This design comes from an exercise in tuning for small area on the open sky130 flow, not from production work. Only simulation tests tie the RTL to the original design; equivalence was not proved. No activity file was given, so power comes from the tool's default toggle rates.

==> config.mk <==
export PLATFORM = sky130hd
export DESIGN_NAME = dwin_engine
export DESIGN_NICKNAME = dwin_engine
export VERILOG_FILES = /design/flow/design.v
export SDC_FILE = /design/flow/constraint.sdc
export NUM_CORES = 4
export LEC_CHECK = 0
export CAP_MARGIN = 20
export CORE_MARGIN = 2
export CORE_UTILIZATION = 35
export PLACE_DENSITY = 0.5
export SLEW_MARGIN = 20
==> design.v <==
module dwin_rx_fifo #(
    parameter DEPTH = 32,
    parameter AW    = 5
) (
    input  wire          clk,
    input  wire          rst,
    input  wire          in_valid,
    input  wire [7:0]    in_data,
    input  wire [1:0]    pop,         
    input  wire          clear,       
    output wire [AW:0]   count,
    output wire [7:0]    head0,
    output wire [7:0]    head1
);
    reg [7:0]  mem [0:DEPTH-1];
    reg [AW-1:0] rd_ptr;
    reg [AW-1:0] wr_ptr;
    reg [AW:0]   cnt;
    wire push = in_valid && !cnt[AW];
    assign count = cnt;
    assign head0 = mem[rd_ptr];
    assign head1 = mem[rd_ptr + 1'b1];
    always @(posedge clk) begin
        if (push)
            mem[wr_ptr] <= in_data;
    end
    always @(posedge clk) begin
        if (rst) begin
            rd_ptr <= {AW{1'b0}};
            wr_ptr <= {AW{1'b0}};
            cnt    <= {(AW+1){1'b0}};
        end else begin
            if (push)
                wr_ptr <= wr_ptr + 1'b1;
            if (clear) begin
                rd_ptr <= wr_ptr;
                cnt    <= {{AW{1'b0}}, push};
            end else begin
                rd_ptr <= rd_ptr + {{(AW-2){1'b0}}, pop};
                cnt    <= cnt - {{(AW-1){1'b0}}, pop} + {{AW{1'b0}}, push};
            end
        end
    end
endmodule
module dwin_engine #(
    parameter [31:0] FRAME_TIMEOUT = 32'd12,
    parameter [15:0] BUZZER_ADDR   = 16'h00A0
) (
    input  wire        clk,
    input  wire        rst,           
    input  wire        host_we,
    input  wire [9:0]  host_addr,
    input  wire [31:0] host_wdata,
    output reg  [31:0] host_rdata,
    output wire        busy,
    input  wire        tick,
    input  wire        rx_valid,
    input  wire [7:0]  rx_data,
    output wire        tx_valid,
    output reg  [7:0]  tx_data,
    input  wire        tx_ready,
    input  wire        tx_err         
);
    localparam TEXT_CAP = 64;         
    localparam TBUF_CAP = 32;         
    localparam RX_DEPTH = 32;         
    localparam [3:0] S_IDLE        = 4'd0,
                     S_ENC_TX      = 4'd1,
                     S_ENC_SYNC    = 4'd2,
                     S_ENC_ALL     = 4'd3,
                     S_PE_START    = 4'd4,
                     S_PE_COLLECT  = 4'd5,
                     S_RT_PREDRAIN = 4'd6,
                     S_RT_TX       = 4'd7,
                     S_RT_WAIT     = 4'd8,
                     S_RT_COPY     = 4'd9,
                     S_RT_FINAL    = 4'd10,
                     S_CODEC       = 4'd11,
                     S_ENC_BAD     = 4'd12;
    localparam [3:0] OP_WRITE_FLOAT  = 4'h1,
                     OP_WRITE_INT16  = 4'h2,
                     OP_WRITE_STRING = 4'h3,
                     OP_SET_BUZZER   = 4'h4,
                     OP_SWITCH_PAGE  = 4'h5,
                     OP_APPEND_CURVE = 4'h6,
                     OP_CLEAR_CURVE  = 4'h7,
                     OP_POLL_EVENT   = 4'h8,
                     OP_READ_TEXT    = 4'h9,
                     OP_MERGE_ADDR   = 4'hA,
                     OP_SPLIT_ADDR   = 4'hB;
    localparam [2:0] ST_OK              = 3'h0,
                     ST_NO_EVENT        = 3'h1,
                     ST_FRAME_TIMEOUT   = 3'h2,
                     ST_READ_TIMEOUT    = 3'h3,
                     ST_TRANSPORT_ERROR = 3'h4,
                     ST_TRUNCATED       = 3'h5,
                     ST_INVALID_ARG     = 3'h6,
                     ST_INVALID_OP      = 3'h7;
    localparam [1:0] L_IDLE    = 2'd0,
                     L_AWAIT   = 2'd1,
                     L_COLLECT = 2'd2;
    localparam [7:0] SYNC0 = 8'h5A,
                     SYNC1 = 8'hA5,
                     FILL  = 8'hFF;
    reg [3:0]  ctl;
    reg        ovr;
    reg [2:0]  code;
    reg [31:0] desc0, desc1, desc2;
    reg [7:0]  text_in [0:TEXT_CAP-1];
    reg [3:0]  op_op;
    reg [7:0]  op_len8;
    reg [15:0] op_addr;
    reg [31:0] op_arg;                
    reg [7:0]  op_text [0:TEXT_CAP-1];
    reg        evt_valid;
    reg [7:0]  evt_start, evt_end, evt_data, evt_cmd, evt_len;
    reg [1:0]  lst_state;
    reg [7:0]  lst_n, lst_idx, lst_cmd, lst_start, lst_end, lst_data;
    reg [3:0]  lst_elapsed;           
    reg [4:0]  text_len;              
    reg [7:0]  text_buf [0:TBUF_CAP-1];
    reg        rt_hdr;
    reg [1:0]  rt_disc;
    reg        rt_to;
    reg        tx_fail;
    reg [15:0] merge_out;
    reg [7:0]  split_hi, split_lo;
    reg [7:0]  page_cache;
    reg [8:0]  tx_idx;                
    integer i;
    reg  [1:0] rx_pop;
    reg        rx_clear;
    wire [5:0] rx_count;
    wire [7:0] rx_h0, rx_h1;
    dwin_rx_fifo #(.DEPTH(RX_DEPTH), .AW(5)) u_rx (
        .clk(clk), .rst(rst),
        .in_valid(rx_valid), .in_data(rx_data),
        .pop(rx_pop), .clear(rx_clear),
        .count(rx_count),
        .head0(rx_h0), .head1(rx_h1)
    );
    wire rx_any = (rx_count != 6'd0);
    wire h0_sync = (rx_h0 == SYNC0) || (rx_h0 == SYNC1);
    wire wr_desc0 = host_we && host_addr == 10'h020;
    wire wr_desc1 = host_we && host_addr == 10'h024;
    wire wr_desc2 = host_we && host_addr == 10'h028;
    wire wr_go    = host_we && host_addr == 10'h02C;
    wire wr_text  = host_we && host_addr[9:6] == 4'b1000;
    assign busy = (ctl != S_IDLE);
    wire accept = wr_go && !busy;
    wire [7:0] d_len8 = desc0[15:8];
    wire d_string_ok = (d_len8 <= 8'd252) && (d_len8 != 8'd87) && (d_len8 != 8'd162);
    wire [7:0] op_tlen = op_arg[7:0];
    wire       is_string = (op_op == OP_WRITE_STRING);
    reg [7:0] frame_len;              
    always @* begin
        case (op_op)
            OP_WRITE_FLOAT:  frame_len = 8'd7;
            OP_WRITE_INT16:  frame_len = 8'd5;
            OP_WRITE_STRING: frame_len = 8'd3 + op_len8;
            OP_SET_BUZZER:   frame_len = 8'd5;
            OP_SWITCH_PAGE:  frame_len = 8'd7;
            OP_APPEND_CURVE: frame_len = 8'd11;
            OP_CLEAR_CURVE:  frame_len = 8'd5;
            default:         frame_len = 8'd4;     
        endcase
    end
    wire [8:0] body_idx = tx_idx - 9'd3;
    wire [8:0] str_pos  = tx_idx - 9'd6;
    wire [7:0] str_byte = (str_pos < {1'b0, op_tlen})
                          ? ((str_pos < TEXT_CAP) ? op_text[str_pos[5:0]] : 8'h00)
                          : FILL;
    reg [7:0] body_byte;
    always @* begin
        body_byte = 8'h00;
        case (op_op)
            OP_WRITE_FLOAT:
                case (body_idx)
                    9'd0: body_byte = 8'h82;
                    9'd1: body_byte = op_addr[15:8];
                    9'd2: body_byte = op_addr[7:0];
                    9'd3: body_byte = op_arg[15:8];
                    9'd4: body_byte = op_arg[7:0];
                    9'd5: body_byte = op_arg[31:24];
                    default: body_byte = op_arg[23:16];
                endcase
            OP_WRITE_INT16:
                case (body_idx)
                    9'd0: body_byte = 8'h82;
                    9'd1: body_byte = op_addr[15:8];
                    9'd2: body_byte = op_addr[7:0];
                    9'd3: body_byte = op_arg[15:8];
                    default: body_byte = op_arg[7:0];
                endcase
            OP_WRITE_STRING:
                case (body_idx)
                    9'd0: body_byte = 8'h82;
                    9'd1: body_byte = op_addr[15:8];
                    9'd2: body_byte = op_addr[7:0];
                    default: body_byte = str_byte;
                endcase
            OP_SET_BUZZER:
                case (body_idx)
                    9'd0: body_byte = 8'h82;
                    9'd1: body_byte = BUZZER_ADDR[15:8];
                    9'd2: body_byte = BUZZER_ADDR[7:0];
                    9'd3: body_byte = 8'h00;
                    default: body_byte = {7'd0, op_arg[0]};
                endcase
            OP_SWITCH_PAGE:
                case (body_idx)
                    9'd0: body_byte = 8'h82;
                    9'd1: body_byte = 8'h00;
                    9'd2: body_byte = 8'h84;
                    9'd3: body_byte = 8'h5A;
                    9'd4: body_byte = 8'h01;
                    9'd5: body_byte = 8'h00;
                    default: body_byte = op_arg[7:0];
                endcase
            OP_APPEND_CURVE:
                case (body_idx)
                    9'd0: body_byte = 8'h82;
                    9'd1: body_byte = 8'h03;
                    9'd2: body_byte = 8'h10;
                    9'd3: body_byte = 8'h5A;
                    9'd4: body_byte = 8'hA5;
                    9'd5: body_byte = 8'h01;
                    9'd6: body_byte = 8'h00;
                    9'd7: body_byte = op_arg[7:0];
                    9'd8: body_byte = 8'h01;
                    default: body_byte = 8'h00;
                endcase
            OP_CLEAR_CURVE:
                case (body_idx)
                    9'd0: body_byte = 8'h82;
                    9'd1: body_byte = 8'h03;
                    9'd2: body_byte = 8'h01;
                    default: body_byte = 8'h00;
                endcase
            default:                                   
                case (body_idx)
                    9'd0: body_byte = 8'h83;
                    9'd1: body_byte = op_addr[15:8];
                    9'd2: body_byte = op_addr[7:0];
                    default: body_byte = op_len8;
                endcase
        endcase
    end
    always @* begin
        case (tx_idx)
            9'd0:    tx_data = SYNC0;
            9'd1:    tx_data = SYNC1;
            9'd2:    tx_data = frame_len;
            default: tx_data = body_byte;
        endcase
    end
    assign tx_valid = (ctl == S_RT_TX) || (ctl == S_ENC_TX);
    wire tx_xfer = tx_valid && tx_ready;
    wire tx_last = (tx_idx == {1'b0, frame_len} + 9'd2);
    wire tx_fail_now = tx_fail || (tx_xfer && tx_err);
    wire        rt_expired  = (op_arg == 32'd0);
    wire        lst_expired = (lst_elapsed == FRAME_TIMEOUT[3:0]);
    wire [8:0]  rt_need     = {1'b0, op_len8} + 9'd2;
    wire        trunc       = is_string && (op_tlen > op_len8);
    wire [2:0]  enc_status = tx_fail ? ST_TRANSPORT_ERROR :
                             trunc   ? ST_TRUNCATED       : ST_OK;
    wire [2:0]  rd_status  = tx_fail ? ST_TRANSPORT_ERROR :
                             rt_to   ? ST_READ_TIMEOUT    : ST_OK;
    always @* begin
        rx_pop   = 2'd0;
        rx_clear = 1'b0;
        case (ctl)
            S_ENC_SYNC:
                if (rx_any && h0_sync)
                    rx_pop = 2'd1;
            S_ENC_ALL, S_RT_PREDRAIN, S_RT_FINAL:
                rx_clear = 1'b1;
            S_PE_START:
                if (lst_state == L_AWAIT && rx_any)
                    rx_pop = 2'd1;
            S_PE_COLLECT:
                if (lst_idx != lst_n && rx_any)
                    rx_pop = 2'd1;
            S_RT_WAIT:
                if (!rt_expired && !rt_hdr && rx_count >= 6'd3) begin
                    if (rx_h0 != SYNC0)
                        rx_pop = 2'd1;
                    else if (rx_h1 != SYNC1)
                        rx_pop = 2'd2;
                    else
                        rx_pop = 2'd3;
                end
            S_RT_COPY:
                if (rx_any)
                    rx_pop = 2'd1;
            default: ;
        endcase
    end
    wire [7:0] nidx = lst_idx + 8'd1;
    wire       lst_done = (lst_idx == lst_n);
    wire       no_evt   = !rx_any || h0_sync || rx_h0 == 8'h00;
    wire st_start   = (ctl == S_PE_START);
    wire st_collect = (ctl == S_PE_COLLECT);
    wire lst_load   = st_start && lst_state == L_AWAIT;
    wire lst_step   = st_collect && !lst_done && rx_any;
    wire evt_set    = st_collect && lst_done;
    wire evt_clr    = (lst_load && no_evt) || (st_collect && !lst_done && !rx_any);
    wire acc_rt     = accept && desc0[3:0] == OP_READ_TEXT;
    wire in_data_ph = (ctl == S_RT_COPY) && rx_any && rt_disc == 2'd3;
    wire tb_we      = in_data_ph && rx_h0 != FILL;
    wire st_codec   = (ctl == S_CODEC);
    wire do_merge   = st_codec && desc0[3:0] == OP_MERGE_ADDR;
    wire do_split   = st_codec && desc0[3:0] != OP_MERGE_ADDR;
    wire do_page    = (ctl == S_ENC_ALL);
    wire rt_dec     = tick && (ctl == S_RT_WAIT || ctl == S_RT_COPY) && !rt_expired;
    wire [31:0] wd_g = host_wdata & {32{~rst}};
    wire [7:0]  h0_g = rx_h0 & {8{~rst}};
    always @(posedge clk) begin
        if (rst || wr_desc0) desc0 <= wd_g;
        if (rst || wr_desc1) desc1 <= wd_g;
        if (rst || wr_desc2) desc2 <= wd_g;
    end
    genvar gj;
    generate
        for (gj = 0; gj < TEXT_CAP; gj = gj + 1) begin : g_text_in
            always @(posedge clk)
                if (rst || (wr_text && host_addr[5:0] == gj))
                    text_in[gj] <= wd_g[7:0];
        end
        for (gj = 0; gj < TBUF_CAP; gj = gj + 1) begin : g_text_buf
            always @(posedge clk)
                if (rst || (tb_we && text_len == gj))
                    text_buf[gj] <= h0_g;
        end
    endgenerate
    always @(posedge clk) begin
        if (accept) begin
            for (i = 0; i < TEXT_CAP; i = i + 1)
                op_text[i] <= text_in[i];
            op_op   <= desc0[3:0];
            op_len8 <= desc0[15:8];
            op_addr <= desc0[31:16];
        end
        if (accept)
            op_arg <= {desc1[31:8],
                       (desc0[3:0] == OP_WRITE_STRING) ? desc2[23:16] : desc1[7:0]};
        else if (rt_dec)
            op_arg <= op_arg - 32'd1;
    end
    wire [7:0] h0_l = rx_h0 & {8{~lst_load}};
    always @(posedge clk) begin
        if (lst_load) lst_n <= rx_h0;
        if (lst_load || lst_step) lst_idx <= nidx & {8{~lst_load}};
        if (lst_load || (lst_step && nidx == 8'd1))  lst_cmd   <= h0_l;
        if (lst_load || (lst_step && nidx == 8'd2))  lst_start <= h0_l;
        if (lst_load || (lst_step && nidx == 8'd3))  lst_end   <= h0_l;
        if (lst_load || (lst_step && nidx == lst_n)) lst_data  <= h0_l;
    end
    wire evt_g = evt_set && !rst;
    always @(posedge clk) begin
        if (rst || evt_set || evt_clr) begin
            evt_valid <= evt_g;
            evt_cmd   <= lst_cmd   & {8{evt_g}};
            evt_start <= lst_start & {8{evt_g}};
            evt_end   <= lst_end   & {8{evt_g}};
            evt_data  <= lst_data  & {8{evt_g}};
            evt_len   <= lst_n     & {8{evt_g}};
        end
        if (rst || do_merge)
            merge_out <= {desc2[7:0], desc2[15:8]} & {16{~rst}};
        if (rst || do_split)
            {split_hi, split_lo} <= desc0[31:16] & {16{~rst}};
        if (rst || do_page)
            page_cache <= op_arg[7:0] & {8{~rst}};
        if (rst || acc_rt || tb_we)
            text_len <= (text_len + 5'd1) & {5{~(rst || acc_rt)}};
    end
    always @(posedge clk) begin
        if (rst) begin
            ctl <= S_IDLE;
            ovr <= 1'b0;
            code <= ST_OK;
            lst_state <= L_IDLE;
        end else begin
            if (tick && lst_state == L_COLLECT && !lst_expired)
                lst_elapsed <= lst_elapsed + 4'd1;
            if (wr_go && busy)
                ovr <= 1'b1;
            case (ctl)
                S_IDLE:
                    if (accept) begin
                        ovr     <= 1'b0;
                        tx_fail <= 1'b0;
                        tx_idx  <= 9'd0;
                        case (desc0[3:0])
                            OP_WRITE_FLOAT, OP_WRITE_INT16,
                            OP_SET_BUZZER, OP_SWITCH_PAGE, OP_APPEND_CURVE,
                            OP_CLEAR_CURVE:
                                ctl <= S_ENC_TX;
                            OP_WRITE_STRING:
                                ctl <= d_string_ok ? S_ENC_TX : S_ENC_BAD;
                            OP_POLL_EVENT: begin
                                ctl <= S_PE_START;
                                if (lst_state == L_IDLE)
                                    lst_state <= L_AWAIT;
                            end
                            OP_READ_TEXT: begin
                                ctl <= S_RT_PREDRAIN;
                                rt_hdr     <= 1'b0;
                                rt_disc    <= 2'd0;
                                rt_to      <= 1'b0;
                                if (lst_state == L_COLLECT)
                                    lst_state <= L_IDLE;
                            end
                            OP_MERGE_ADDR, OP_SPLIT_ADDR:
                                ctl <= S_CODEC;
                            default:
                                code <= ST_INVALID_OP;
                        endcase
                    end
                S_ENC_BAD: begin
                    code <= ST_INVALID_ARG;
                    ctl  <= S_IDLE;
                end
                S_ENC_TX:
                    if (tx_xfer) begin
                        tx_fail <= tx_fail_now;
                        tx_idx  <= tx_idx + 9'd1;
                        if (tx_last)
                            ctl <= (op_op == OP_SWITCH_PAGE) ? S_ENC_ALL : S_ENC_SYNC;
                    end
                S_ENC_SYNC:
                    if (!(rx_any && h0_sync)) begin
                        code <= enc_status;
                        ctl  <= S_IDLE;
                    end
                S_ENC_ALL: begin
                    code <= enc_status;
                    ctl  <= S_IDLE;
                end
                S_PE_START:
                    if (lst_state == L_AWAIT) begin
                        if (no_evt) begin
                            lst_state <= L_IDLE;
                            code <= ST_NO_EVENT;
                            ctl  <= S_IDLE;
                        end else begin
                            lst_elapsed <= 4'd0;
                            lst_state <= L_COLLECT;
                            ctl <= S_PE_COLLECT;
                        end
                    end else begin
                        ctl <= S_PE_COLLECT;
                    end
                S_PE_COLLECT:
                    if (lst_done) begin
                        lst_state <= L_IDLE;
                        code <= ST_OK;
                        ctl  <= S_IDLE;
                    end else if (!rx_any) begin
                        if (lst_expired) begin
                            lst_state <= L_IDLE;
                            code <= ST_FRAME_TIMEOUT;
                        end else begin
                            code <= ST_NO_EVENT;
                        end
                        ctl <= S_IDLE;
                    end
                S_RT_PREDRAIN:
                    ctl <= S_RT_TX;
                S_RT_TX:
                    if (tx_xfer) begin
                        tx_fail <= tx_fail_now;
                        tx_idx  <= tx_idx + 9'd1;
                        if (tx_last)
                            ctl <= tx_fail_now ? S_RT_FINAL : S_RT_WAIT;
                    end
                S_RT_WAIT:
                    if (rt_expired) begin
                        rt_to <= 1'b1;
                        ctl   <= S_RT_FINAL;
                    end else if (!rt_hdr) begin
                        if (rx_count >= 6'd3 && rx_h0 == SYNC0 && rx_h1 == SYNC1)
                            rt_hdr <= 1'b1;
                    end else if ({3'd0, rx_count} >= rt_need) begin
                        ctl <= S_RT_COPY;
                    end
                S_RT_COPY:
                    if (rx_any) begin
                        if (rt_disc != 2'd3) begin
                            rt_disc <= rt_disc + 2'd1;
                            if (rt_disc == 2'd2 && op_len8 == 8'd0)
                                ctl <= S_RT_FINAL;
                        end else begin
                            if (rx_h0 == FILL)
                                ctl <= S_RT_FINAL;
                            else if ({3'd0, text_len} + 8'd1 == op_len8)
                                ctl <= S_RT_FINAL;
                        end
                    end else if (rt_expired) begin
                        rt_to <= 1'b1;
                        ctl   <= S_RT_FINAL;
                    end
                S_RT_FINAL: begin
                    code <= rd_status;
                    ctl  <= S_IDLE;
                end
                S_CODEC: begin
                    code <= ST_OK;
                    ctl  <= S_IDLE;
                end
                default:
                    ctl <= S_IDLE;
            endcase
        end
    end
    always @* begin
        host_rdata = 32'd0;
        case (host_addr)
            10'h000: host_rdata = {22'd0, lst_state, 1'b0, code, 2'b00, ovr, busy};
            10'h004: host_rdata = {8'd0, evt_len, evt_cmd, 7'd0, evt_valid};
            10'h008: host_rdata = {8'd0, evt_data, evt_end, evt_start};
            10'h00C: host_rdata = {split_lo, split_hi, merge_out};
            10'h010: host_rdata = {16'd0, 3'd0, text_len, page_cache};
            10'h020: host_rdata = desc0;
            10'h024: host_rdata = desc1;
            10'h028: host_rdata = desc2;
            default: begin
                if (host_addr[9:5] == 5'b01000)
                    host_rdata = {24'd0, text_buf[host_addr[4:0]]};
                else if (host_addr[9:6] == 4'b1000)
                    host_rdata = {24'd0, text_in[host_addr[5:0]]};
            end
        endcase
    end
endmodule
==> run.sh <==
#!/bin/bash
# synth_recipe.tcl (not shown) runs the flow's synth.tcl, then flattens the netlist and writes it again
# the make line also repeats each setting of config.mk as NAME=value (left out here)
make -C /OpenROAD-flow-scripts/flow DESIGN_CONFIG=/design/flow/config.mk WORK_HOME=/design/flow/orfs CLKGATE_MAP_FILE= SYNTH_SCRIPT=/design/flow/synth_recipe.tcl finish
==> constraint.sdc <==
create_clock -name core_clock -period 12.0 [get_ports {clk}]
set_input_delay 2.4000 -clock core_clock [delete_from_list [all_inputs] [get_ports {clk}]]
set_output_delay 2.4000 -clock core_clock [all_outputs]
set_load 0.01 [all_outputs]
==> impl_results.rst, run 1 <==
.. list-table::
   :header-rows: 1

   * - Metric
     - Value
   * - Run status
     - complete, no violations
   * - Part of the cycle the worst path needs
     - 84.7%
   * - First-pass GRT wire length
     - 439000 um
   * - CTS tree
     - built
   * - Width of the chip
     - 473 um
   * - Worst slew margin relative to its limit
     - 15.2%
   * - Startpoint type of the worst setup path
     - flop
   * - Peak supply drop
     - 0.160 mV
   * - Final Setup Violations
     - 0
   * - Clock tree root driver cell
     - sky130_fd_sc_hd__clkbuf_16
   * - Max-Cap Viols
     - 0
   * - Wirelength per Cell
     - 39.3 um
   * - Placement-stage worst setup slack
     - 2.27 ns
   * - Clock Tree Buf Depth
     - 3
   * - Largest family of logic cells by synthesized area
     - compound AO/OA/AOI/OAI gates
   * - Clock latency on the worst-skew pair
     - 0.86 ns
   * - Initial Util
     - 35.2%
   * - Transition time at the pin with the least slew margin
     - 1.27 ns
   * - Time the worst path needs with I/O delays and setup
     - 10.17 ns
   * - Post-cts hold buffer count
     - 0
   * - EDFF count, synth
     - 1844
   * - Count of buffers inserted at the top-level ports
     - 98
   * - Simple-gate share of the synthesized area
     - 8.59%
   * - Total power density per cell area
     - 162 mW/mm2
   * - Initial DRT Pass Iterations
     - 10
   * - Level count of the clock H-tree
     - 4
   * - Post-CTS setup buffers
     - 0
   * - Via total after detailed routing
     - 52400
   * - Top Ports
     - 99
   * - Placed insts
     - 7985
   * - Vias in the first global route
     - 49800
   * - CTS clock-pin slew for the worst setup and hold paths
     - 0.07 ns
   * - Summed negative setup slack over all endpoints
     - 0 ns
   * - Vias per inst
     - 6.28
   * - Number of routed nets with antenna violations
     - 0
   * - Placeable Area
     - 0.219 mm2
   * - Non-filler cells in the finished layout
     - 8346
   * - Adder-cell share of the synthesized area
     - 1.09%
   * - Die Footprint
     - 0.224 mm2
   * - Cell-by-cell listing of the critical path
     - ha_1 -> xor2_4 -> buf_12 -> inv_2 -> buf_4 -> and3_2 -> a22oi_1 -> a31oi_1 -> nor3_1 -> a41oi_1 -> a211oi_1 -> o221ai_1 -> clkdlybuf4s50_1
   * - Clock skew after layout
     - 0.0656 ns
   * - Most used cells in the layout excluding fill and tap cells
     - sky130_fd_sc_hd__edfxtp_1, sky130_fd_sc_hd__a22oi_1, sky130_fd_sc_hd__nand2_1
   * - Delay of the slowest cell on the worst path
     - 0.90 ns
   * - Post-synthesis mux area share
     - 2.53%
   * - Register area
     - 0.0559 mm2
   * - Number of filler cells placed in the layout
     - 20000
   * - Number of hold violations in the final report
     - 0
   * - Ys async rst share
     - 0%
   * - Residual DRC count
     - 0
   * - FP Rows
     - 172
   * - Mean post-synth cell area
     - 15.0 um2
   * - CTS Sinks
     - 1870
   * - Count of final max-slew check failures
     - 0
   * - Iter 0 DRT Violations
     - 8600
   * - All-layer global routing usage
     - 28.6%
   * - Most common library cell in the layout ignoring fill and taps
     - sky130_fd_sc_hd__edfxtp_1
   * - Minimum setup slack in the final design
     - 1.83 ns
   * - Pin count of the biggest net entering global routing
     - 159
   * - Cell type of the slowest stage on the worst timing path
     - sky130_fd_sc_hd__nor3_1
   * - Overflow left after global routing
     - 0
   * - Sequential share of the synthesized area
     - 72.5%
   * - Unique masters post-synth
     - 90
   * - Most used DFF post-synth
     - sky130_fd_sc_hd__edfxtp_1
   * - Critical Setup Path Class
     - reg -> out
   * - Area fraction in compound gates after synthesis
     - 12.1%
   * - Total of warnings raised by yosys
     - 5
   * - Final HPWL from detailed placement
     - 232000 um
   * - FMAX
     - 98.4 MHz
   * - Path class of the lowest-slack min-delay path
     - reg -> reg
   * - Last weighted congestion value of the routability-driven placer
     - 1.02
   * - Static leakage
     - 28.4 nW
   * - Endpoint kind of the worst setup timing path
     - primary output
   * - Post-synthesis instance total
     - 5138
   * - Share of final-layout standard cells stronger than drive strength 1
     - 12.5%
   * - Number of antenna violations at the first check in global routing
     - 11
   * - Total area of multi-input combinational cells
     - 0.0204 mm2
   * - Area growth, synth to finish
     - 15.1%
   * - Routed WL
     - 328000 um
   * - Data required, critical path
     - 9.60 ns
   * - Mapped cell area
     - 0.0771 mm2
   * - Parity-gate share of the synthesized area counting xor and xnor cells
     - 1.20%
   * - Net count, final
     - 5436
   * - Inserted Clock Buffers
     - 197
   * - Cells resized by post-CTS repair
     - 0
   * - Final Util
     - 40.5%
   * - Flip-flop and latch count after synthesis
     - 1870
   * - Signal arrival time at the worst endpoint
     - 7.77 ns
   * - Largest fanout on the critical path
     - 46
   * - RSZ-0062 raised after global routing
     - false
   * - Syn_nets
     - 5260
   * - Die boundary height
     - 473 um
[Yosys cell counts (36+ instances only)]
library cell / count / share of area [%]
sky130_fd_sc_hd__edfxtp_1: 1844 / 72
sky130_fd_sc_hd__a22oi_1: 343 / 3.3
sky130_fd_sc_hd__nand2_1: 341 / 1.7
sky130_fd_sc_hd__nor2_1: 330 / 1.6
sky130_fd_sc_hd__clkbuf_1: 250 / 1.2
sky130_fd_sc_hd__a21oi_1: 172 / 1.1
sky130_fd_sc_hd__nand3_1: 120 / 0.78
sky130_fd_sc_hd__o21ai_0: 120 / 0.78
sky130_fd_sc_hd__a222oi_1: 112 / 1.5
sky130_fd_sc_hd__a221oi_1: 110 / 1.2
sky130_fd_sc_hd__nor2b_1: 96 / 0.78
sky130_fd_sc_hd__nor3_1: 75 / 0.49
sky130_fd_sc_hd__inv_1: 73 / 0.36
sky130_fd_sc_hd__xnor2_1: 72 / 0.82
sky130_fd_sc_hd__mux2i_1: 69 / 0.90
sky130_fd_sc_hd__ha_1: 63 / 1.0
sky130_fd_sc_hd__a22o_1: 50 / 0.57
sky130_fd_sc_hd__mux4_2: 50 / 1.5
sky130_fd_sc_hd__and2_1: 49 / 0.40
sky130_fd_sc_hd__nand4_1: 47 / 0.38
sky130_fd_sc_hd__a31oi_1: 46 / 0.37
sky130_fd_sc_hd__buf_1: 43 / 0.21
sky130_fd_sc_hd__and3_1: 39 / 0.32
sky130_fd_sc_hd__nor4_1: 38 / 0.31
sky130_fd_sc_hd__a21o_1: 36 / 0.35
[layer usage]
metal	wire, um	vias to the layer above	part of all wire (%)	track usage (%)
met5	37	-	0.011	0
met4	22200	6	6.8	16.3
met3	30400	695	9.3	5.45
met2	147000	3424	45	43.9
met1	129000	27200	39	38.2
li1	-	21100	-	-
[area by class of cell]
| cell class | instances | share of cell area (%) |
|---|---|---|
| Multi-Input combinational cell | 2875 | 23.0 |
| Inverter | 76 | 0.324 |
| Sequential cell | 1870 | 63.0 |
| Timing Repair Buffer | 294 | 2.82 |
| Antenna cell | 1 | 0.00282 |
| Tap cell | 2871 | 4.05 |
| Clock inverter | 110 | 0.972 |
| Clock buffer | 249 | 5.82 |
[state kept, by name, summed over array words and instances (netlist names), 16 cells and up, named ones only]
register,flops
u_rx.mem,256
op_text,512
op_arg,32
desc0,32
desc1,32
text_buf,256
text_in,512
desc2,32
merge_out,16
op_addr,16
[worst max-delay path: cells and delay by family (launching register included)]
| kind | cells | cell delay, ns |
|---|---|---|
| xor gates and xnor gates | 1 | 0.20 |
| DFF | 1 | 0.77 |
| AOI/OAI and AO/OA | 5 | 2.24 |
| and+or+nand+nor | 2 | 1.35 |
| buffers and inverters | 4 | 1.63 |
| adders and majority gates | 1 | 0.61 |
[report_power, final]
part / internal, mW / leakage [nW] / switching (mW) / total [mW]
sequential: 7.54 / 17.6 / 0.302 / 7.84
combinational: 0.167 / 7.89 / 0.499 / 0.666
clock: 3.20 / 2.93 / 2.63 / 5.84
[metrics by stage]
stage	hold slack (ns)	instance area [um2]	power [mW]
3_3_place_gp	0.426	82600	8.62
5_1_grt	0.454	88700	14.7
4_1_cts	0.447	88700	14.4
3_5_place_dp	0.434	82700	8.62
2_1_floorplan	0.418	77100	8.07
6_report	0.449	88700	14.4
[cell families after synthesis]
family | count (synthesis)
buffers and inverters | 393
and+or+nand+nor | 1315
xor gates and xnor gates | 105
DFF | 1870
AOI/OAI and AO/OA | 1258
muxes | 131
adders and majority gates | 66
[path summary, 6_finish.rpt]
path | startpoint | end | slack [ns] | cells after the start
max | tx_idx[2] | tx_data[4] | 1.83 | 13
min reg2reg | text_in[10][0] | op_text[10][0] | 0.45 | 0
max reg2reg | u_rx.rd_ptr[0] | u_rx.cnt[4] | 5.74 | 17
min | text_in[10][0] | op_text[10][0] | 0.45 | 0
==> run 2: changes to the inputs <==
--- a/design.v
+++ b/design.v
@@ -17,5 +17,6 @@
     reg [AW-1:0] wr_ptr;
-    reg [AW:0]   cnt;
-    wire push = in_valid && !cnt[AW];
-    assign count = cnt;
+    reg          full;
+    wire push = in_valid && !full;
+    wire [AW-1:0] diff = wr_ptr - rd_ptr;
+    assign count = {full, diff};
     assign head0 = mem[rd_ptr];
@@ -30,3 +31,3 @@
             wr_ptr <= {AW{1'b0}};
-            cnt    <= {(AW+1){1'b0}};
+            full   <= 1'b0;
         end else begin
@@ -36,6 +37,6 @@
                 rd_ptr <= wr_ptr;
-                cnt    <= {{AW{1'b0}}, push};
+                full   <= 1'b0;
             end else begin
                 rd_ptr <= rd_ptr + {{(AW-2){1'b0}}, pop};
-                cnt    <= cnt - {{(AW-1){1'b0}}, pop} + {{AW{1'b0}}, push};
+                full   <= (pop == 2'd0) && (full || (push && (&diff)));
             end
@@ -109,3 +110,3 @@
     reg [7:0]  text_in [0:TEXT_CAP-1];
-    reg [3:0]  op_op;
+    reg [2:0]  op_op;                 
     reg [7:0]  op_len8;
@@ -339,3 +340,3 @@
                 op_text[i] <= text_in[i];
-            op_op   <= desc0[3:0];
+            op_op   <= desc0[3] ? 3'd0 : desc0[2:0];
             op_len8 <= desc0[15:8];
--- a/config.mk
+++ b/config.mk
@@ -9,4 +9,6 @@
 export CORE_MARGIN = 2
-export CORE_UTILIZATION = 35
-export PLACE_DENSITY = 0.5
+export CORE_UTILIZATION = 60
+export CTS_CLUSTER_DIAMETER = 100
+export CTS_CLUSTER_SIZE = 30
+export PLACE_DENSITY = 0.7
 export SLEW_MARGIN = 20
==> run 2 against run 1 <==
Compared with the run above: still clean on timing, DRC and antenna; non-clock buffer count is 9 lower; via count up 1.3%; synthesized cell count down 0.18%; die area down 41%; wire length fell by 8.1%; final cell count decreased by 17%; fmax fell by 4.3%; first-iteration DRC count rose by 35%; clock-buffer cell count is 160 lower; critical endpoint is now host_rdata[7]; highest routed layer unchanged.
==> impl_results.rst, run 2 <==
.. list-table::
   :header-rows: 1

   * - Metric
     - Value
   * - Run status
     - complete, no violations (unchanged)
   * - Number of hold violations in the final report
     - 0 (unchanged)
   * - Startpoint type of the worst setup path
     - input port (was flop)
   * - Unique masters post-synth
     - 103 (was 90)
   * - Area growth, synth to finish
     - 7.51% (was 15.1%)
   * - Top-count cell post-synth
     - sky130_fd_sc_hd__edfxtp_1 (unchanged)
   * - Ys async rst share
     - 0% (unchanged)
   * - Register area
     - 0.0558 mm2 (was 0.0559 mm2)
   * - Level count of the clock H-tree
     - 3 (was 4)
   * - Number of filler cells placed in the layout
     - 9088 (was 20000)
   * - Part of the cycle the worst path needs
     - 88.6% (was 84.7%)
   * - Signal arrival time at the worst endpoint
     - 8.23 ns (was 7.77 ns)
   * - Endpoint kind of the worst setup timing path
     - primary output (unchanged)
   * - CTS Sinks
     - 1864 (was 1870)
   * - Sequential share of the synthesized area
     - 72.4% (was 72.5%)
   * - Vias per inst
     - 7.71 (was 6.28)
   * - Most frequent cells after synthesis
     - sky130_fd_sc_hd__edfxtp_1, sky130_fd_sc_hd__nand2_1, sky130_fd_sc_hd__a22oi_1, sky130_fd_sc_hd__nor2_1, sky130_fd_sc_hd__clkbuf_1 (was sky130_fd_sc_hd__edfxtp_1, sky130_fd_sc_hd__a22oi_1, sky130_fd_sc_hd__nand2_1, sky130_fd_sc_hd__nor2_1, sky130_fd_sc_hd__clkbuf_1)
   * - Placeable Area
     - 0.128 mm2 (was 0.219 mm2)
   * - Share of total power in sequential cells
     - 67.5% (was 54.7%)
   * - Vias in the first global route
     - 48500 (was 49800)
   * - Most common library cell in the layout ignoring fill and taps
     - sky130_fd_sc_hd__edfxtp_1 (unchanged)
   * - Top Ports
     - 99 (unchanged)
   * - Clock Tree Buf Depth
     - 3 (unchanged)
   * - Clock group share of total power
     - 28.0% (was 40.7%)
   * - Clock skew after layout
     - 0.0373 ns (was 0.0656 ns)
   * - Regs by FF count
     - op_text: 512 flops, text_in: 512 flops (unchanged)
   * - Inserted Clock Buffers
     - 74 (was 197)
   * - Final total power
     - 11.4 mW (was 14.4 mW)
   * - Critical Setup Path Class
     - in -> out (was reg -> out)
   * - Total power density per cell area
     - 138 mW/mm2 (was 162 mW/mm2)
   * - Net count, final
     - 5310 (was 5436)
   * - Number of routed nets with antenna violations
     - 0 (unchanged)
   * - Final Setup Violations
     - 0 (unchanged)
   * - Via total after detailed routing
     - 53100 (was 52400)
   * - Summed negative setup slack over all endpoints
     - 0 ns (unchanged)
   * - Initial DRT Pass Iterations
     - 9 (was 10)
   * - Pin count of the biggest net entering global routing
     - 172 (was 159)
   * - Area after DPL
     - 0.0806 mm2 (was 0.0827 mm2)
   * - Number of antenna violations at the first check in global routing
     - 18 (was 11)
   * - Clock tree root driver cell
     - sky130_fd_sc_hd__clkbuf_16 (unchanged)
   * - Count of buffers inserted at the top-level ports
     - 98 (unchanged)
   * - FMAX
     - 94.1 MHz (was 98.4 MHz)
   * - Routed WL
     - 302000 um (was 328000 um)
   * - Largest fanout on the critical path
     - 19 (was 46)
   * - Total area of multi-input combinational cells
     - 0.0200 mm2 (was 0.0204 mm2)
   * - Clock latency on the worst-skew pair
     - 0.77 ns (was 0.86 ns)
   * - Overflow left after global routing
     - 0 (unchanged)
   * - CTS clock-pin slew for the worst setup and hold paths
     - 0.11 ns (was 0.07 ns)
   * - Residual DRC count
     - 0 (unchanged)
   * - Most used DFF post-synth
     - sky130_fd_sc_hd__edfxtp_1 (unchanged)
   * - Final Util
     - 64.9% (was 40.5%)
   * - Initial Util
     - 60.4% (was 35.2%)
   * - All-layer global routing usage
     - 45.5% (was 28.6%)
   * - EDFF count, synth
     - 1843 (was 1844)
   * - Mapped cell area
     - 0.0770 mm2 (was 0.0771 mm2)
   * - Final HPWL from detailed placement
     - 212000 um (was 232000 um)
   * - Peak supply drop
     - 0.153 mV (was 0.160 mV)
   * - Internal power of the cells
     - 8.78 mW (was 10.9 mW)
   * - Time the worst path needs with I/O delays and setup
     - 10.63 ns (was 10.17 ns)
   * - CTS tree
     - built (unchanged)
   * - Max-Cap Viols
     - 0 (unchanged)
   * - Count of final max-slew check failures
     - 0 (unchanged)
   * - Post-CTS setup buffers
     - 0 (unchanged)
   * - Wirelength per Cell
     - 43.8 um (was 39.3 um)
   * - Path class of the lowest-slack min-delay path
     - reg -> reg (unchanged)
   * - Die Footprint
     - 0.131 mm2 (was 0.224 mm2)
   * - Worst slew margin relative to its limit
     - 12.1% (was 15.2%)
   * - Cells resized by post-CTS repair
     - 0 (unchanged)
   * - Flip-flop and latch count after synthesis
     - 1864 (was 1870)
   * - Cell type with the largest total area after synthesis
     - sky130_fd_sc_hd__edfxtp_1 (unchanged)
   * - Data required, critical path
     - 9.60 ns (about the same)
   * - Post-synth top area share
     - 71.8% (about the same)
   * - RSZ-0062 raised after global routing
     - false (unchanged)
   * - Die boundary height
     - 362 um (was 473 um)
   * - Part of the total power dissipated in combinational logic
     - 4.5% (was 4.6%)
   * - Total of warnings raised by yosys
     - 5 (unchanged)
   * - Transition time at the pin with the least slew margin
     - 1.32 ns (was 1.27 ns)
   * - Finished layout cell area
     - 0.0828 mm2 (was 0.0887 mm2)
   * - Last weighted congestion value of the routability-driven placer
     - 1.12 (was 1.02)
   * - Top cells by area in the synthesized netlist
     - sky130_fd_sc_hd__edfxtp_1, sky130_fd_sc_hd__a22oi_1, sky130_fd_sc_hd__nand2_1 (unchanged)
   * - Width of the chip
     - 362 um (was 473 um)
   * - FP Rows
     - 131 (was 172)
   * - Syn_nets
     - 5247 (was 5260)
   * - Static leakage
     - 26.4 nW (was 28.4 nW)
   * - Net switching component of the power
     - 2.67 mW (was 3.44 mW)
   * - Most used cells in the layout excluding fill and tap cells
     - sky130_fd_sc_hd__edfxtp_1, sky130_fd_sc_hd__nand2_1, sky130_fd_sc_hd__a22oi_1 (was sky130_fd_sc_hd__edfxtp_1, sky130_fd_sc_hd__a22oi_1, sky130_fd_sc_hd__nand2_1)
   * - Iter 0 DRT Violations
     - 11600 (was 8600)
   * - Post-cts hold buffer count
     - 0 (unchanged)
   * - Share of final-layout standard cells stronger than drive strength 1
     - 8.85% (was 12.5%)
   * - Share of total power consumed by net switching
     - 23.3% (was 23.9%)
   * - Post-synthesis instance total
     - 5129 (was 5138)
   * - Mean post-synth cell area
     - 15.0 um2 (about the same)
   * - First-pass GRT wire length
     - 404000 um (was 439000 um)
   * - Smallest hold slack
     - 0.458 ns (was 0.449 ns)
[run 2: metrics by stage]
| step | cells | setup WS (ns) |
|---|---|---|
| 2_1_floorplan | 5129 | 0.885 |
| 3_3_place_gp | 6773 | 1.94 |
| 3_5_place_dp | 6775 | 1.93 |
| 4_1_cts | 6879 | 1.89 |
| 5_1_grt | 6882 | 1.53 |
| 6_report | 6892 | 1.37 |
[run 2: power by group through the flow]
stage	clock network [mW]	logic, mW	registers [mW]
floorplan	0	0.220	7.67
global placement	0	0.481	7.84
detailed placement	0	0.485	7.84
CTS	3.18	0.487	7.69
global route	3.37	0.517	7.71
finish	3.21	0.514	7.72
[run 2: kinds of logic after synthesis]
kind of cell / count (synthesis) / share of synthesized area [%]
buf+inv: 374 / 2.07
xor+xnor: 102 / 1.17
mux: 129 / 2.61
fa+ha+maj: 62 / 1.02
simple gates: 1344 / 8.80
flops: 1864 / 72.4
compound gates: 1254 / 11.9
[run 2: area by class of cell]
class / instances / share of cell area, %
multi-input cells: 2891 / 24.2
clock buffers: 89 / 2.33
flip-flops and latches: 1864 / 67.3
repair buffers: 285 / 2.94
inverters: 76 / 0.357
clock inverters: 15 / 0.304
diodes: 10 / 0.0302
well taps: 1662 / 2.51
[run 2: final timing paths]
check | start | to | slack (ns) | cells past startpoint
max | host_addr[4] | host_rdata[7] | 1.37 | 13
min | text_in[18][1] | op_text[18][1] | 0.46 | 0
max reg2reg | u_rx.rd_ptr[0] | u_rx.rd_ptr[4] | 6.80 | 15
min reg2reg | text_in[18][1] | op_text[18][1] | 0.46 | 0
[run 2: layer usage]
metal / GRT usage (%) / wire length [um]
met3: 17.1 / 49100
met1: 62.1 / 106000
met4: 23.9 / 20900
met5: 0 / 114
met2: 64.1 / 125000
[run 2: critical path, cell delays in order]
cell and delay, ns:
sky130_fd_sc_hd__clkdlybuf4s50_1 0.92, sky130_fd_sc_hd__buf_4 0.47, sky130_fd_sc_hd__nand2b_1 0.44, sky130_fd_sc_hd__nor3_2 0.51, sky130_fd_sc_hd__buf_4 0.29, sky130_fd_sc_hd__buf_4 0.37, sky130_fd_sc_hd__a221oi_1 0.14, sky130_fd_sc_hd__nand4_1 0.41
sky130_fd_sc_hd__o21ai_0 0.46, sky130_fd_sc_hd__nand4_1 0.36, sky130_fd_sc_hd__o211ai_1 0.14, sky130_fd_sc_hd__a32oi_1 0.59, sky130_fd_sc_hd__clkdlybuf4s50_1 0.68
==> run 3: changes to the inputs <==
--- a/design.v
+++ b/design.v
@@ -12,3 +12,3 @@
     output wire [7:0]    head0,
-    output wire [7:0]    head1
+    output wire          head1_a5     
 );
@@ -22,3 +22,10 @@
     assign head0 = mem[rd_ptr];
-    assign head1 = mem[rd_ptr + 1'b1];
+    wire [DEPTH-1:0] is_a5;
+    genvar k;
+    generate
+        for (k = 0; k < DEPTH; k = k + 1) begin : g_a5
+            assign is_a5[k] = (mem[k] == 8'hA5);
+        end
+    endgenerate
+    assign head1_a5 = is_a5[rd_ptr + 1'b1];
     always @(posedge clk) begin
@@ -66,2 +73,3 @@
     localparam TBUF_CAP = 32;         
+    localparam TBUF_HELD = 30;        
     localparam RX_DEPTH = 32;         
@@ -121,3 +129,3 @@
     reg [4:0]  text_len;              
-    reg [7:0]  text_buf [0:TBUF_CAP-1];
+    reg [7:0]  text_buf [0:TBUF_HELD-1];    
     reg        rt_hdr;
@@ -134,3 +142,4 @@
     wire [5:0] rx_count;
-    wire [7:0] rx_h0, rx_h1;
+    wire [7:0] rx_h0;
+    wire       rx_h1_a5;
     dwin_rx_fifo #(.DEPTH(RX_DEPTH), .AW(5)) u_rx (
@@ -140,3 +149,3 @@
         .count(rx_count),
-        .head0(rx_h0), .head1(rx_h1)
+        .head0(rx_h0), .head1_a5(rx_h1_a5)
     );
@@ -168,91 +177,69 @@
     end
-    wire [8:0] body_idx = tx_idx - 9'd3;
     wire [8:0] str_pos  = tx_idx - 9'd6;
+    wire [7:0] op_text_rot [0:TEXT_CAP-1];
+    genvar gr;
+    generate
+        for (gr = 0; gr < TEXT_CAP; gr = gr + 1) begin : g_rot
+            assign op_text_rot[gr] = op_text[(gr + TEXT_CAP - 6) % TEXT_CAP];
+        end
+    endgenerate
     wire [7:0] str_byte = (str_pos < {1'b0, op_tlen})
-                          ? ((str_pos < TEXT_CAP) ? op_text[str_pos[5:0]] : 8'h00)
+                          ? ((str_pos < TEXT_CAP) ? op_text_rot[tx_idx[5:0]] : 8'h00)
                           : FILL;
-    reg [7:0] body_byte;
+    wire str_part = is_string && ((|tx_idx[8:3]) || (&tx_idx[2:1]));
+    reg [7:0] short_byte;
     always @* begin
-        body_byte = 8'h00;
-        case (op_op)
-            OP_WRITE_FLOAT:
-                case (body_idx)
-                    9'd0: body_byte = 8'h82;
-                    9'd1: body_byte = op_addr[15:8];
-                    9'd2: body_byte = op_addr[7:0];
-                    9'd3: body_byte = op_arg[15:8];
-                    9'd4: body_byte = op_arg[7:0];
-                    9'd5: body_byte = op_arg[31:24];
-                    default: body_byte = op_arg[23:16];
-                endcase
-            OP_WRITE_INT16:
-                case (body_idx)
-                    9'd0: body_byte = 8'h82;
-                    9'd1: body_byte = op_addr[15:8];
-                    9'd2: body_byte = op_addr[7:0];
-                    9'd3: body_byte = op_arg[15:8];
-                    default: body_byte = op_arg[7:0];
-                endcase
-            OP_WRITE_STRING:
-                case (body_idx)
-                    9'd0: body_byte = 8'h82;
-                    9'd1: body_byte = op_addr[15:8];
-                    9'd2: body_byte = op_addr[7:0];
-                    default: body_byte = str_byte;
+        short_byte = 8'h00;
+        case (tx_idx[3:0])
+            4'd0: short_byte = SYNC0;
+            4'd1: short_byte = SYNC1;
+            4'd2: short_byte = frame_len;
+            4'd3: short_byte = (op_op == 3'd0) ? 8'h83 : 8'h82;
+            4'd4:
+                case (op_op)
+                    OP_SET_BUZZER, OP_SWITCH_PAGE:   short_byte = 8'h00;
+                    OP_APPEND_CURVE, OP_CLEAR_CURVE: short_byte = 8'h03;
+                    default:                         short_byte = op_addr[15:8];
                 endcase
-            OP_SET_BUZZER:
-                case (body_idx)
-                    9'd0: body_byte = 8'h82;
-                    9'd1: body_byte = BUZZER_ADDR[15:8];
-                    9'd2: body_byte = BUZZER_ADDR[7:0];
-                    9'd3: body_byte = 8'h00;
-                    default: body_byte = {7'd0, op_arg[0]};
+            4'd5:
+                case (op_op)
+                    OP_SET_BUZZER:   short_byte = BUZZER_ADDR[7:0];
+                    OP_SWITCH_PAGE:  short_byte = 8'h84;
+                    OP_APPEND_CURVE: short_byte = 8'h10;
+                    OP_CLEAR_CURVE:  short_byte = 8'h01;
+                    default:         short_byte = op_addr[7:0];
                 endcase
-            OP_SWITCH_PAGE:
-                case (body_idx)
-                    9'd0: body_byte = 8'h82;
-                    9'd1: body_byte = 8'h00;
-                    9'd2: body_byte = 8'h84;
-                    9'd3: body_byte = 8'h5A;
-                    9'd4: body_byte = 8'h01;
-                    9'd5: body_byte = 8'h00;
-                    default: body_byte = op_arg[7:0];
+            4'd6:
+                case (op_op)
+                    OP_WRITE_FLOAT, OP_WRITE_INT16:  short_byte = op_arg[15:8];
+                    OP_SWITCH_PAGE, OP_APPEND_CURVE: short_byte = 8'h5A;
+                    OP_SET_BUZZER, OP_CLEAR_CURVE:   short_byte = 8'h00;
+                    default:                         short_byte = op_len8;
                 endcase
-            OP_APPEND_CURVE:
-                case (body_idx)
-                    9'd0: body_byte = 8'h82;
-                    9'd1: body_byte = 8'h03;
-                    9'd2: body_byte = 8'h10;
-                    9'd3: body_byte = 8'h5A;
-                    9'd4: body_byte = 8'hA5;
-                    9'd5: body_byte = 8'h01;
-                    9'd6: body_byte = 8'h00;
-                    9'd7: body_byte = op_arg[7:0];
-                    9'd8: body_byte = 8'h01;
-                    default: body_byte = 8'h00;
+            4'd7:
+                case (op_op)
+                    OP_WRITE_FLOAT, OP_WRITE_INT16: short_byte = op_arg[7:0];
+                    OP_SET_BUZZER:   short_byte = {7'd0, op_arg[0]};
+                    OP_SWITCH_PAGE:  short_byte = 8'h01;
+                    OP_APPEND_CURVE: short_byte = 8'hA5;
+                    default:         short_byte = 8'h00;
                 endcase
-            OP_CLEAR_CURVE:
-                case (body_idx)
-                    9'd0: body_byte = 8'h82;
-                    9'd1: body_byte = 8'h03;
-                    9'd2: body_byte = 8'h01;
-                    default: body_byte = 8'h00;
+            4'd8:
+                case (op_op)
+                    OP_WRITE_FLOAT:  short_byte = op_arg[31:24];
+                    OP_APPEND_CURVE: short_byte = 8'h01;
+                    default:         short_byte = 8'h00;
                 endcase
-            default:                                   
-                case (body_idx)
-                    9'd0: body_byte = 8'h83;
-                    9'd1: body_byte = op_addr[15:8];
-                    9'd2: body_byte = op_addr[7:0];
-                    default: body_byte = op_len8;
+            4'd9:
+                case (op_op)
+                    OP_WRITE_FLOAT:  short_byte = op_arg[23:16];
+                    OP_SWITCH_PAGE:  short_byte = op_arg[7:0];
+                    default:         short_byte = 8'h00;
                 endcase
+            4'd10: short_byte = op_arg[7:0];
+            4'd11: short_byte = 8'h01;
+            default: short_byte = 8'h00;
         endcase
     end
-    always @* begin
-        case (tx_idx)
-            9'd0:    tx_data = SYNC0;
-            9'd1:    tx_data = SYNC1;
-            9'd2:    tx_data = frame_len;
-            default: tx_data = body_byte;
-        endcase
-    end
+    always @* tx_data = str_part ? str_byte : short_byte;
     assign tx_valid = (ctl == S_RT_TX) || (ctl == S_ENC_TX);
@@ -288,3 +275,3 @@
                         rx_pop = 2'd1;
-                    else if (rx_h1 != SYNC1)
+                    else if (!rx_h1_a5)
                         rx_pop = 2'd2;
@@ -330,3 +317,3 @@
         end
-        for (gj = 0; gj < TBUF_CAP; gj = gj + 1) begin : g_text_buf
+        for (gj = 0; gj < TBUF_HELD; gj = gj + 1) begin : g_text_buf
             always @(posedge clk)
@@ -350,3 +337,2 @@
     end
-    wire [7:0] h0_l = rx_h0 & {8{~lst_load}};
     always @(posedge clk) begin
@@ -354,16 +340,16 @@
         if (lst_load || lst_step) lst_idx <= nidx & {8{~lst_load}};
-        if (lst_load || (lst_step && nidx == 8'd1))  lst_cmd   <= h0_l;
-        if (lst_load || (lst_step && nidx == 8'd2))  lst_start <= h0_l;
-        if (lst_load || (lst_step && nidx == 8'd3))  lst_end   <= h0_l;
-        if (lst_load || (lst_step && nidx == lst_n)) lst_data  <= h0_l;
+        if (lst_step && nidx == 8'd1)  lst_cmd   <= rx_h0;
+        if (lst_step && nidx == 8'd2)  lst_start <= rx_h0;
+        if (lst_step && nidx == 8'd3)  lst_end   <= rx_h0;
+        if (lst_step && nidx == lst_n) lst_data  <= rx_h0;
     end
-    wire evt_g = evt_set && !rst;
     always @(posedge clk) begin
-        if (rst || evt_set || evt_clr) begin
-            evt_valid <= evt_g;
-            evt_cmd   <= lst_cmd   & {8{evt_g}};
-            evt_start <= lst_start & {8{evt_g}};
-            evt_end   <= lst_end   & {8{evt_g}};
-            evt_data  <= lst_data  & {8{evt_g}};
-            evt_len   <= lst_n     & {8{evt_g}};
+        if (rst || evt_set || evt_clr)
+            evt_valid <= evt_set && !rst;
+        if (evt_set) begin
+            evt_cmd   <= lst_cmd;
+            evt_start <= lst_start;
+            evt_end   <= lst_end;
+            evt_data  <= lst_data;
+            evt_len   <= lst_n;
         end
@@ -483,3 +469,3 @@
                     end else if (!rt_hdr) begin
-                        if (rx_count >= 6'd3 && rx_h0 == SYNC0 && rx_h1 == SYNC1)
+                        if (rx_count >= 6'd3 && rx_h0 == SYNC0 && rx_h1_a5)
                             rt_hdr <= 1'b1;
@@ -521,4 +507,7 @@
             10'h000: host_rdata = {22'd0, lst_state, 1'b0, code, 2'b00, ovr, busy};
-            10'h004: host_rdata = {8'd0, evt_len, evt_cmd, 7'd0, evt_valid};
-            10'h008: host_rdata = {8'd0, evt_data, evt_end, evt_start};
+            10'h004: host_rdata = {8'd0, evt_len & {8{evt_valid}}, evt_cmd & {8{evt_valid}},
+                                   7'd0, evt_valid};
+            10'h008: host_rdata = {8'd0, evt_data & {8{evt_valid}},
+                                   evt_end & {8{evt_valid && (evt_len > 8'd2)}},
+                                   evt_start & {8{evt_valid && (evt_len > 8'd1)}}};
             10'h00C: host_rdata = {split_lo, split_hi, merge_out};
@@ -529,3 +518,3 @@
             default: begin
-                if (host_addr[9:5] == 5'b01000)
+                if (host_addr[9:5] == 5'b01000 && host_addr[4:0] < TBUF_HELD)
                     host_rdata = {24'd0, text_buf[host_addr[4:0]]};
==> flow/run.sh (new file) <==
#!/bin/bash
# Layout flow: the standard flow (standard synthesis unchanged), with
# two changes to how the layout is made:
#  - the port buffers are the smallest buffer cell (buf_1) instead of the
#    default choice;
#  - clock tree synthesis inserts no dummy loads.
# Each step's full output goes to a log file in this folder.
set -e
export BUFFER_PORTS_ARGS="-buffer_cell sky130_fd_sc_hd__buf_1"
export CTS_ARGS="-sink_clustering_enable -repair_clock_nets -sink_clustering_size 25 -sink_clustering_max_diameter 100 -dont_use_dummy_load"
bash standard.sh > standard_flow.log 2>&1
==> standard.sh (new file) <==
#!/bin/bash
# synth_recipe.tcl (not shown) runs the flow's synth.tcl, then flattens the netlist and writes it again
# the make line also repeats each setting of config.mk as NAME=value (left out here)
make -C /OpenROAD-flow-scripts/flow DESIGN_CONFIG=/design/flow/config.mk WORK_HOME=/design/flow/orfs CLKGATE_MAP_FILE= SYNTH_SCRIPT=/design/flow/synth_recipe.tcl "${@:-finish}"
--- a/config.mk
+++ b/config.mk
@@ -9,6 +9,6 @@
 export CORE_MARGIN = 2
-export CORE_UTILIZATION = 60
+export CORE_UTILIZATION = 65
 export CTS_CLUSTER_DIAMETER = 100
-export CTS_CLUSTER_SIZE = 30
-export PLACE_DENSITY = 0.7
+export CTS_CLUSTER_SIZE = 25
+export PLACE_DENSITY = 0.8
 export SLEW_MARGIN = 20
removed: run.sh
==> run 3 against run 2 <==
Compared with the run above: global-route usage increased by 10 points; total power increased by 12%; hold slack worse by 0.044 ns; largest cell class unchanged.
==> impl_results.rst, run 3 <==
.. list-table::
   :header-rows: 1

   * - Metric
     - Value
   * - Hold Startpoint
     - lst_start[5] (was text_in[18][1])
   * - Inserted Clock Buffers
     - 83 (was 74)
   * - Internal power of the cells
     - 9.31 mW (was 8.78 mW)
   * - Run status
     - complete, no violations (unchanged)
   * - Max-Cap Viols
     - 0 (unchanged)
   * - Share of total power consumed by net switching
     - 27.2% (was 23.3%)
   * - Data required, critical path
     - 9.60 ns (about the same)
   * - Share of final-layout standard cells stronger than drive strength 1
     - 10.8% (was 8.85%)
   * - Clock group share of total power
     - 25.1% (was 28.0%)
   * - Width of the chip
     - 343 um (was 362 um)
   * - Cell type with the largest total area after synthesis
     - sky130_fd_sc_hd__edfxtp_1 (unchanged)
   * - Worst slew margin relative to its limit
     - 10.9% (was 12.1%)
   * - Pin count of the biggest net entering global routing
     - 170 (was 172)
   * - Level count of the clock H-tree
     - 3 (unchanged)
   * - Top-count cell post-synth
     - sky130_fd_sc_hd__edfxtp_1 (unchanged)
   * - Top cells by area in the synthesized netlist
     - sky130_fd_sc_hd__edfxtp_1, sky130_fd_sc_hd__a22oi_1, sky130_fd_sc_hd__a221oi_1 (was sky130_fd_sc_hd__edfxtp_1, sky130_fd_sc_hd__a22oi_1, sky130_fd_sc_hd__nand2_1)
   * - Final Util
     - 70.5% (was 64.9%)
   * - Number of hold violations in the final report
     - 0 (unchanged)
   * - R2r endpoint
     - u_rx.rd_ptr[4] (unchanged)
   * - Routed WL
     - 330000 um (was 302000 um)
   * - Slack of the worst reg-to-reg path
     - 5.99 ns (was 6.80 ns)
   * - Most used DFF post-synth
     - sky130_fd_sc_hd__edfxtp_1 (unchanged)
   * - Post-cts hold buffer count
     - 0 (unchanged)
   * - Mean post-synth cell area
     - 15.7 um2 (was 15.0 um2)
   * - Post-CTS setup buffers
     - 0 (unchanged)
   * - Minimum setup slack in the final design
     - 1.89 ns (was 1.37 ns)
   * - Die Footprint
     - 0.118 mm2 (was 0.131 mm2)
   * - Share of total power in sequential cells
     - 62.9% (was 67.5%)
   * - Peak supply drop
     - 0.211 mV (was 0.153 mV)
   * - Number of routed nets with antenna violations
     - 0 (unchanged)
   * - Placeable Area
     - 0.114 mm2 (was 0.128 mm2)
   * - Critical Setup Path Class
     - in -> out (unchanged)
   * - Final Setup Violations
     - 0 (unchanged)
   * - Buf/Inv on CP
     - 3 (was 5)
   * - Post-synth top area share
     - 73.3% (was 71.8%)
   * - Count of final max-slew check failures
     - 0 (unchanged)
   * - Initial Util
     - 65.5% (was 60.4%)
   * - Flip-flop and latch count after synthesis
     - 1848 (was 1864)
   * - Most used cells in the layout excluding fill and tap cells
     - sky130_fd_sc_hd__edfxtp_1, sky130_fd_sc_hd__a22oi_1, sky130_fd_sc_hd__nand2_1 (was sky130_fd_sc_hd__edfxtp_1, sky130_fd_sc_hd__nand2_1, sky130_fd_sc_hd__a22oi_1)
   * - Total of warnings raised by yosys
     - 5 (unchanged)
   * - Area growth, synth to finish
     - 7.74% (was 7.51%)
   * - All-layer global routing usage
     - 55.7% (was 45.5%)
   * - Cells resized by post-CTS repair
     - 0 (unchanged)
   * - Smallest hold slack
     - 0.415 ns (was 0.458 ns)
   * - Total power density per cell area
     - 159 mW/mm2 (was 138 mW/mm2)
   * - Clock latency on the worst-skew pair
     - 0.77 ns (about the same)
   * - Hold Path Sink
     - evt_start[5] (was op_text[18][1])
   * - Regs by FF count
     - op_text: 512 flops, text_in: 512 flops, u_rx.mem: 256 flops (was op_text: 512 flops, text_in: 512 flops)
   * - FMAX
     - 98.9 MHz (was 94.1 MHz)
   * - Top Ports
     - 99 (unchanged)
   * - RSZ-0062 raised after global routing
     - false (unchanged)
   * - Overflow left after global routing
     - 0 (unchanged)
   * - Die boundary height
     - 343 um (was 362 um)
   * - Number of filler cells placed in the layout
     - 7008 (was 9088)
   * - Placement-stage worst setup slack
     - 2.63 ns (was 1.93 ns)
   * - Largest fanout on the critical path
     - 16 (was 19)
   * - Summed negative setup slack over all endpoints
     - 0 ns (unchanged)
   * - Net switching component of the power
     - 3.48 mW (was 2.67 mW)
   * - CTS tree
     - built (unchanged)
   * - FP Rows
     - 124 (was 131)
   * - Vias in the first global route
     - 49700 (was 48500)
   * - Count of buffers inserted at the top-level ports
     - 98 (unchanged)
   * - Clock Tree Buf Depth
     - 3 (unchanged)
   * - Time the worst path needs with I/O delays and setup
     - 10.11 ns (was 10.63 ns)
   * - Ys async rst share
     - 0% (unchanged)
   * - Number of antenna violations at the first check in global routing
     - 44 (was 18)
   * - Top cell by count, worst path
     - sky130_fd_sc_hd__buf_1 (was sky130_fd_sc_hd__buf_4)
   * - Final HPWL from detailed placement
     - 226000 um (was 212000 um)
   * - EDFF count, synth
     - 1827 (was 1843)
   * - Startpoint type of the worst setup path
     - input port (unchanged)
   * - Clock skew after layout
     - 0.0645 ns (was 0.0373 ns)
   * - First-pass GRT wire length
     - 433000 um (was 404000 um)
   * - Part of the total power dissipated in combinational logic
     - 12.0% (was 4.5%)
   * - Endpoint kind of the worst setup timing path
     - primary output (unchanged)
   * - Path class of the lowest-slack min-delay path
     - reg -> reg (unchanged)
   * - Delay of the slowest cell on the worst path
     - 1.14 ns (was 0.92 ns)
   * - Clock tree root driver cell
     - sky130_fd_sc_hd__clkbuf_16 (unchanged)
   * - Transition time at the pin with the least slew margin
     - 1.34 ns (was 1.32 ns)
   * - Vias per inst
     - 8.62 (was 7.71)
   * - Residual DRC count
     - 0 (unchanged)
   * - Unique masters post-synth
     - 85 (was 103)
   * - CTS clock-pin slew for the worst setup and hold paths
     - 0.11 ns (about the same)
   * - Signal arrival time at the worst endpoint
     - 7.71 ns (was 8.23 ns)
   * - Logic depth of the worst setup path including buffers
     - 10 (was 13)
   * - CTS Sinks
     - 1848 (was 1864)
   * - Family with the most delay on the worst path
     - simple AND/OR/NAND/NOR gates (was buffers and inverters)
   * - Part of the cycle the worst path needs
     - 84.3% (was 88.6%)
   * - Cell depth of the worst hold path
     - 0 (unchanged)
   * - Static leakage
     - 25.5 nW (was 26.4 nW)
   * - Most frequent cells after synthesis
     - sky130_fd_sc_hd__edfxtp_1, sky130_fd_sc_hd__a22oi_1, sky130_fd_sc_hd__nor2_1, sky130_fd_sc_hd__nand2_1, sky130_fd_sc_hd__clkbuf_1 (was sky130_fd_sc_hd__edfxtp_1, sky130_fd_sc_hd__nand2_1, sky130_fd_sc_hd__a22oi_1, sky130_fd_sc_hd__nor2_1, sky130_fd_sc_hd__clkbuf_1)
   * - Most common library cell in the layout ignoring fill and taps
     - sky130_fd_sc_hd__edfxtp_1 (unchanged)
   * - Sequential share of the synthesized area
     - 73.9% (was 72.4%)
   * - Net count, final
     - 5051 (was 5310)
   * - Last weighted congestion value of the routability-driven placer
     - 1.16 (was 1.12)
   * - Depth of the worst register-to-register path
     - 15 (unchanged)
   * - Cell type of the slowest stage on the worst timing path
     - sky130_fd_sc_hd__nor2_2 (was sky130_fd_sc_hd__clkdlybuf4s50_1)
   * - Mapped cell area
     - 0.0748 mm2 (was 0.0770 mm2)
   * - Post-synthesis instance total
     - 4770 (was 5129)
   * - Wirelength per Cell
     - 50.8 um (was 43.8 um)
   * - Reg2Reg Launch Point
     - u_rx.rd_ptr[0] (unchanged)
   * - Syn_nets
     - 4886 (was 5247)
   * - Via total after detailed routing
     - 56000 (was 53100)
   * - Cell-by-cell listing of the critical path
     - buf_1 -> nand3b_1 -> nor2_2 -> buf_4 -> a22oi_1 -> nand4_1 -> nor4_1 -> o21ai_0 -> a2bb2oi_1 -> buf_1 (was clkdlybuf4s50_1 -> buf_4 -> nand2b_1 -> nor3_2 -> buf_4 -> buf_4 -> a221oi_1 -> nand4_1 -> o21ai_0 -> nand4_1 -> o211ai_1 -> a32oi_1 -> clkdlybuf4s50_1)
   * - Initial DRT Pass Iterations
     - 14 (was 9)
   * - Iter 0 DRT Violations
     - 15600 (was 11600)
-- run 3: cell types whose count changed in the layout (fill, tap and decap cells not counted), sizes merged, moves of 21 or more --
cell,before,now
a21o,14,35
a221oi,66,142
buf,187,309
nor4bb,22,64
nand3,125,89
diode,10,52
clkdlybuf4s50,96,0
nor2,283,306
inv,77,55
nand2,412,274
o21ai,152,115
a21oi,162,129
-- run 3: worst max-delay path by stage --
stage                             from       endpoint  slack, ns
after global placement    host_addr[4]  host_rdata[0]       2.66
after floorplan           host_addr[1]      op_arg[0]       2.61
after detailed placement  host_addr[4]  host_rdata[0]       2.63
final                     host_addr[4]  host_rdata[7]       1.89
after global routing      host_addr[4]  host_rdata[2]       2.27
after CTS                 host_addr[4]  host_rdata[0]       2.62
-- run 3: cell type report --
class | instances | area, um2 | area share [%]
antenna | 52 | 130 | 0.161
clock buffer | 83 | 2080 | 2.58
inverter | 58 | 219 | 0.272
multi-input combinational | 2631 | 19000 | 23.5
sequential | 1848 | 55300 | 68.6
tap | 1512 | 1890 | 2.35
timing repair buffer | 313 | 2060 | 2.56
-- run 3: power groups by stage --
stage	Sequential, mW	Combinational [mW]	Clock [mW]
after global placement	8.13	1.37	0
final	8.05	1.53	3.21
after CTS	8.00	1.42	3.14
after global routing	8.04	1.53	3.31
after floorplan	7.91	0.787	0
after detailed placement	8.14	1.41	0
-- run 3: metal layers --
| metal | wire length, um | track usage (%) |
|---|---|---|
| met5 | 969 | 5.57 |
| met4 | 30600 | 34.9 |
| met3 | 68900 | 32.3 |
| met2 | 127000 | 72.6 |
| met1 | 102000 | 70.7 |
-- run 3: cells by family after synthesis --
kind of cell	share of synthesized area, %
XOR/XNOR	1.21
AND/OR/NAND/NOR	8.18
buffers and inverters	1.60
multiplexers	2.69
AO/OA/AOI/OAI	11.4
flip-flops	73.9
adder cells (fa/ha/maj)	1.02
-- run 3: worst register-to-register path: stages (launching register included) --
cell	delay [ns]
sky130_fd_sc_hd__dfxtp_4	1.11
sky130_fd_sc_hd__buf_4	0.76
sky130_fd_sc_hd__mux4_1	0.74
sky130_fd_sc_hd__mux2_2	0.32
sky130_fd_sc_hd__a221oi_1	0.38
sky130_fd_sc_hd__a21oi_1	0.08
sky130_fd_sc_hd__buf_4	0.22
sky130_fd_sc_hd__or4_4	0.58
sky130_fd_sc_hd__o22ai_4	0.26
sky130_fd_sc_hd__a21oi_1	0.10
sky130_fd_sc_hd__o22ai_1	0.33
sky130_fd_sc_hd__ha_1	0.27
sky130_fd_sc_hd__fa_1	0.25
sky130_fd_sc_hd__nand3_1	0.11
sky130_fd_sc_hd__xnor2_1	0.16
sky130_fd_sc_hd__a211oi_1	0.24
-- run 3: per-stage QoR --
step	std cells	total power, mW	area [um2]
4_1_cts	6437	12.6	80400
3_3_place_gp	6351	9.50	78200
2_1_floorplan	4770	8.70	74800
3_5_place_dp	6354	9.54	78300
5_1_grt	6455	12.9	80500
6_report	6497	12.8	80600

## what the ideal ports hide
The results above use ideal ports. As a check the final layouts listed here were re-extracted and re-timed, cells and wires unchanged.
Step 1 (the two cells are an assumption about what drives the block):
set clk [get_ports {clk}]
set_driving_cell -lib_cell sky130_fd_sc_hd__clkbuf_16 $clk
set_driving_cell -lib_cell sky130_fd_sc_hd__buf_2 [delete_from_list [all_inputs] $clk]
Step 2 also shifts input and output timing later by t, the mid clock arrival at the registers, as if the neighbouring blocks saw the same clock.
a / b / c = ideal ports / drivers / drivers and shift; a / b = the first two.
| run | shift t [ns] | slack for setup (ns) | worst setup path at the end |
|---|---|---|---|
| run 1 | 0.913 | 1.834 / 1.750 / 2.092 | input to output |
| run 2 | 0.819 | 1.372 / 1.348 / 1.348 | input to output |
| run 3 | 0.806 | 1.887 / 1.856 / 1.856 | input to output |
After both steps every run listed still meets setup and hold. For run 3, which loses most, drivers alone change the setup slack by -0.031 ns; drivers and shift together by -0.031 ns.
